Source: an optimization exercise on an open RTL-to-GDS flow (aim: small area, a short achievable clock period and few clock cycles per item). Production flows keep margins and buffers that such runs may drop.
Only simulation tests tie the RTL to the original design; equivalence was not proved.
Power is estimated from default activity; no workload was simulated.

the baseline:
==> flow/design.v (excerpt) <==
module line_codec (
    input  wire        clk,
    input  wire        rst,           
    input  wire        cmd_valid,
    output wire        cmd_ready,
    input  wire [15:0] cmd,
    input  wire [7:0]  len,
    input  wire [63:0] line_in,
    input  wire [63:0] data_in,       
    output reg         done,
    output wire [15:0] rsp,
    output reg  [63:0] line_q,
    output reg  [63:0] data_q,
    output reg  [14:0] crc_q,
    output wire [7:0]  enstat_q
);
For scale: roughly 890 cells after synthesis, about 230 flip-flops, ~320 I/O pins.
clock: 9.0 ns
lec_check: 0
abc_clock_period_in_ps: 3000
cap_margin: 20
core_margin: 2
core_utilization: 45
slew_margin: 20
synth_hierarchical: 1
synth_minimum_keep_size: 0
standard.sh (not shown) runs the stock make flow with config.mk's settings and CLKGATE_MAP_FILE= SYNTH_SCRIPT=/design/flow/synth_recipe.tcl, a recipe that flattens the netlist after the stock synthesis.
==> flow/flow/run.sh <==
#!/bin/bash
# Standard ORFS layout, with the port buffers made from the smallest buffer
# cell, a clock tree of clkbuf_8 (clusters of up to 12 sinks) without dummy loads, and the
# timing repair aimed at a setup slack of MARGIN ns at the 9 ns clock.
set -euo pipefail
MARGIN=$(cat flow/margin.txt)
bash standard.sh \
  BUFFER_PORTS_ARGS="-buffer_cell sky130_fd_sc_hd__buf_1" \
  CTS_ARGS="-sink_clustering_enable -repair_clock_nets -dont_use_dummy_load -buf_list {sky130_fd_sc_hd__clkbuf_8} -sink_clustering_size 12 -sink_clustering_max_diameter 40" \
  SETUP_SLACK_MARGIN=$MARGIN \
  finish > standard.log 2>&1
==> flow/flow/margin.txt <==
5.5
Testbench counts of the baseline, summed over its fixed seeds: cycles 4,808, items 4,800.
Setup changes, the baseline to the candidate
--- a/flow/design.v
+++ b/flow/design.v
@@ -27,38 +27,34 @@
                       (is_enc && ((fmt == 2'd3) || (fmt == 2'd0)));
     wire len_gt8 = (len[7:4] != 4'd0) || (len[3] && (len[2:0] != 3'd0));
     wire len_gt6 = (len[7:3] != 5'd0) || (len[2:0] == 3'd7);
     wire bad_length = is_enc && ((fmt == 2'd1) ? (!lb && len_gt8)
                                                : ((fmt == 2'd2) && len_gt6));
     wire ok_crc  = is_crc && (fmt == 2'd0) && !lb;
     wire ok_dec  = is_dec && (fmt != 2'd3) && !lb;
     wire ok_enc  = is_enc && (fmt[1] ^ fmt[0]) && !(fmt[0] && lb) && !bad_length;
     wire ok_chk  = is_chk && (fmt == 2'd0) && !lb;
     wire bad_param = !(ok_crc || ok_dec || ok_enc || ok_chk);
     wire bad_opc   = bad_param && !bad_format && !bad_length;
     wire sel_d  = cmd[2] || (cmd[1] && cmd[0]);             
-    wire sel_u  = !(cmd[0] || cmd[2] || cmd[4] || cmd[5]);  
-    wire sel_lh = !cmd[2] && !(cmd[1] && cmd[0]);           
-    wire sel_ll = !cmd[2] && (cmd[0] ? !cmd[1]              
-                                     : (cmd[4] || cmd[5]));
+    wire sel_u  = !cmd[0] && !cmd[2] && (fmt == 2'd0);      
+    wire sel_lh = !sel_d;                                   
+    wire sel_ll = !sel_d && !sel_u;                         
     wire sel_lb = sel_d && fmt[1];                          
-    wire [7:0] keep = {len[3],
-                       len[3] || (len[2] && len[1] && len[0]),
-                       len[3] || (len[2] && len[1]),
-                       len[3] || (len[2] && (len[1] || len[0])),
-                       len[3] || len[2],
-                       len[3] || len[2] || (len[1] && len[0]),
-                       len[3] || len[2] || len[1],
-                       len[3] || len[2] || len[1] || len[0]};
-    wire [7:0] sel_dk = {8{cmd[2]}} | ({8{cmd[1] && cmd[0]}} & keep);
+    wire [7:0] sel_dk;
+    generate
+        for (i = 0; i < 8; i = i + 1) begin : g_keep
+            assign sel_dk[i] = sel_d && (cmd[2] || len[3] || (len[2:0] > i));
+        end
+    endgenerate
     wire [63:0] opnd_d;
     generate
         for (i = 0; i < 48; i = i + 1) begin : g_opl
             lc_ao222 u_op (.a(line_in[i]), .sa(sel_ll),
                            .b(line_in[i + 15]), .sb(sel_u),
                            .c(data_in[i]), .sc(sel_dk[i / 8]),
                            .y(opnd_d[i]));
         end
         for (i = 48; i < 63; i = i + 1) begin : g_oph
             lc_ao22 u_op (.a(line_in[i]), .sa(sel_lh),
                           .b(data_in[i]), .sb(sel_dk[i / 8]),
                           .y(opnd_d[i]));
@@ -501,34 +497,32 @@
                          (opnd[47:32] == 16'hA5A5) +
                          (opnd[63:48] == 16'h5A5A);
     wire        mm     = a_ddes && !ones && !crc_ok;
     assign cmd_ready = 1'b1;
     reg [5:0] rsp_r;                        
     reg [3:0] enstat_r;
     assign rsp      = {8'd0, rsp_r[5:4], rsp_r[3], 1'b0, rsp_r[2:1], rsp_r[3], rsp_r[0]};
     assign enstat_q = {4'd0, enstat_r};
     reg rst_q;
     always @(posedge clk) rst_q <= rst;
     wire go      = a_v && !rst_q;
     wire wr_crc  = go && a_crc;
-    wire dlo_early = go && a_dec && (!a_ddes || ones);
-    wire dlo_chk   = go && a_ddes && !ones;
-    wire wr_dlo  = dlo_early || (dlo_chk && crc_ok);
+    wire wr_dlo  = go && a_dec && !mm;
     wire wr_dhi  = go && a_draw;
     wire wr_line = go && a_enc;
     wire wr_lraw = go && a_enc && !a_edes;
     wire wr_ldes = go && a_edes;
     wire wr_chk  = go && a_chk;
     wire ho_crc  = !rst_q && !wr_crc;
-    wire ho_dlo  = !rst_q && !dlo_early && !(dlo_chk && crc_ok);
+    wire ho_dlo  = !rst_q && !wr_dlo;
     wire ho_dhi  = !rst_q && !wr_dhi;
     wire ho_line = !rst_q && !wr_line;
     wire [14:0] crc_d;
     wire [63:0] data_d, line_d;
     generate
         for (i = 0; i < 15; i = i + 1) begin : g_crc
             lc_ao22 u_c (.a(crc_v[i]), .sa(wr_crc), .b(crc_q[i]), .sb(ho_crc),
                          .y(crc_d[i]));
             lc_ao222 u_lc (.a(opnd[48 + i]), .sa(wr_lraw), .b(crc_v[i]), .sb(wr_ldes),
                            .c(line_q[48 + i]), .sc(ho_line), .y(line_d[48 + i]));
         end
         for (i = 0; i < 48; i = i + 1) begin : g_lo
Results
- Diff the baseline -> the candidate: time the final worst path needs with I/O delays and setup barely changed, path length in cells of the critical path barely changed, via count dropped 142, worst IR drop on VDD dropped 6.3%.
- Going from the baseline to the candidate, total of clock buffers placed in the layout grew by a little under 10%.
- The candidate ended up with a lower placed cell area than the baseline did.
- Initial antenna violation count ends up higher on the candidate.
- The fraction of layout instances using a drive strength above 1 reported for the candidate is smaller than that of the baseline by 2.5 points.
- Count of inserted antenna diode cells in the candidate vs the baseline: up 1
- The candidate: post-route total power 2.5% below the baseline
- The power dissipated in sequential cells was comparable across the candidate and the baseline.
- Final instance area: the candidate vs the baseline down 1.9%
Testbench counts of the candidate, summed over its fixed seeds: cycles 4,808, items 4,800.

========
line_codec again, from the RTL that the note above started with.
// line_codec
module line_codec (
    input  wire        clk,
    input  wire        rst,           
    input  wire        cmd_valid,
    output wire        cmd_ready,
    input  wire [15:0] cmd,
    input  wire [7:0]  len,
    input  wire [63:0] line_in,
    input  wire [63:0] data_in,       
    output reg         done,
    output wire [15:0] rsp,
    output reg  [63:0] line_q,
    output reg  [63:0] data_q,
    output reg  [14:0] crc_q,
    output wire [7:0]  enstat_q
);
clock: 9.0 ns
lec_check: 0
abc_clock_period_in_ps: 3000
cap_margin: 20
core_margin: 2
core_utilization: 45
slew_margin: 20
synth_hierarchical: 1
synth_minimum_keep_size: 0
==> flow/flow/margin.txt <==
5.7
Scripts as last shown in full above: flow/flow/run.sh
The first run completed without violations.
Testbench counts at the start, summed over its fixed seeds: cycles 4,808, items 4,800.
Change:
--- a/flow/design.v
+++ b/flow/design.v
@@ -503,32 +503,38 @@
     wire        mm     = a_ddes && !ones && !crc_ok;
     assign cmd_ready = 1'b1;
     reg [5:0] rsp_r;                        
     reg [3:0] enstat_r;
     assign rsp      = {8'd0, rsp_r[5:4], rsp_r[3], 1'b0, rsp_r[2:1], rsp_r[3], rsp_r[0]};
     assign enstat_q = {4'd0, enstat_r};
     reg rst_q;
     always @(posedge clk) rst_q <= rst;
     wire go      = a_v && !rst_q;
     wire wr_crc  = go && a_crc;
     wire dlo_early = go && a_dec && (!a_ddes || ones);
     wire dlo_chk   = go && a_ddes && !ones;
-    wire wr_dlo  = dlo_early || (dlo_chk && crc_ok);
+    wire [3:0] zg;                          
+    lc_nor4 u_zg0 (.a(!dlo_chk), .b(syn[0]),  .c(syn[1]),  .d(syn[2]),  .y(zg[0]));
+    lc_nor4 u_zg1 (.a(syn[3]),   .b(syn[4]),  .c(syn[5]),  .d(syn[6]),  .y(zg[1]));
+    lc_nor4 u_zg2 (.a(syn[7]),   .b(syn[8]),  .c(syn[9]),  .d(syn[10]), .y(zg[2]));
+    lc_nor4 u_zg3 (.a(syn[11]),  .b(syn[12]), .c(syn[13]), .d(syn[14]), .y(zg[3]));
+    wire wr_dlo, ho_dlo;
+    lc_a41o  u_wr (.a(zg), .b(dlo_early), .y(wr_dlo));
+    lc_a41oi u_ho (.a(zg), .b(dlo_early || rst_q), .y(ho_dlo));
     wire wr_dhi  = go && a_draw;
     wire wr_line = go && a_enc;
     wire wr_lraw = go && a_enc && !a_edes;
     wire wr_ldes = go && a_edes;
     wire wr_chk  = go && a_chk;
     wire ho_crc  = !rst_q && !wr_crc;
-    wire ho_dlo  = !rst_q && !dlo_early && !(dlo_chk && crc_ok);
     wire ho_dhi  = !rst_q && !wr_dhi;
     wire ho_line = !rst_q && !wr_line;
     wire [14:0] crc_d;
     wire [63:0] data_d, line_d;
     generate
         for (i = 0; i < 15; i = i + 1) begin : g_crc
             lc_ao22 u_c (.a(crc_v[i]), .sa(wr_crc), .b(crc_q[i]), .sb(ho_crc),
                          .y(crc_d[i]));
             lc_ao222 u_lc (.a(opnd[48 + i]), .sa(wr_lraw), .b(crc_v[i]), .sb(wr_ldes),
                            .c(line_q[48 + i]), .sc(ho_line), .y(line_d[48 + i]));
         end
         for (i = 0; i < 48; i = i + 1) begin : g_lo
@@ -576,12 +582,35 @@
 endmodule
 module lc_ao222 (
     input  wire a,
     input  wire sa,
     input  wire b,
     input  wire sb,
     input  wire c,
     input  wire sc,
     output wire y
 );
     assign y = (a & sa) | (b & sb) | (c & sc);
 endmodule
+module lc_nor4 (
+    input  wire a,
+    input  wire b,
+    input  wire c,
+    input  wire d,
+    output wire y
+);
+    assign y = !(a | b | c | d);
+endmodule
+module lc_a41o (
+    input  wire [3:0] a,
+    input  wire       b,
+    output wire       y
+);
+    assign y = (&a) | b;
+endmodule
+module lc_a41oi (
+    input  wire [3:0] a,
+    input  wire       b,
+    output wire       y
+);
+    assign y = !((&a) | b);
+endmodule
=>
- The new run went through all stages and came out clean
- global-route usage grows by 0.90 points
- core utilization shrinks by 0.73 points
- wire length grows slightly
- via count grows slightly
- fmax stays flat
- power grows by roughly a tenth
- synthesized area grows slightly
- design area shrinks slightly
- sequential cell count stays the same
- final cell count grows slightly
- setup slack improves by 9.3 ps
Testbench counts after the change, summed over its fixed seeds: cycles 4,808, items 4,800.

[what the ideal ports hide]
The flow's constraints put no driver on any port. The routed layouts listed below were extracted and timed again, unchanged, in two steps. Step 1 sets driving cells, clkbuf_16 on the clock port and buf_2 on the other inputs (assumed; they add their load-dependent delay and slew). Step 2 times the ports against the registers' clock, not the clock port: input delays grow and output delays shrink by t, the midpoint of the rising clock arrivals with the driver on. Three values: ideal ports, drivers, drivers and shift; two values: the first two.
| run | t (ns) | setup slack, ns | latest minus earliest clock arrival (ns) |
|---|---|---|---|
| the baseline | 0.589 | 5.602 / 5.602 / 5.074 | 0.071 / 0.071 |
| the candidate | 0.594 | 5.601 / 5.601 / 5.083 | 0.054 / 0.054 |
| the first run of note 2 | 0.587 | 5.729 / 5.729 / 5.373 | 0.045 / 0.045 |
| the second run of note 2 | 0.597 | 5.739 / 5.739 / 5.219 | 0.059 / 0.059 |
After both steps setup and hold are still met in every run listed. For the baseline, which loses most, drivers alone change the setup slack by 0.000 ns; drivers and shift together by -0.528 ns.
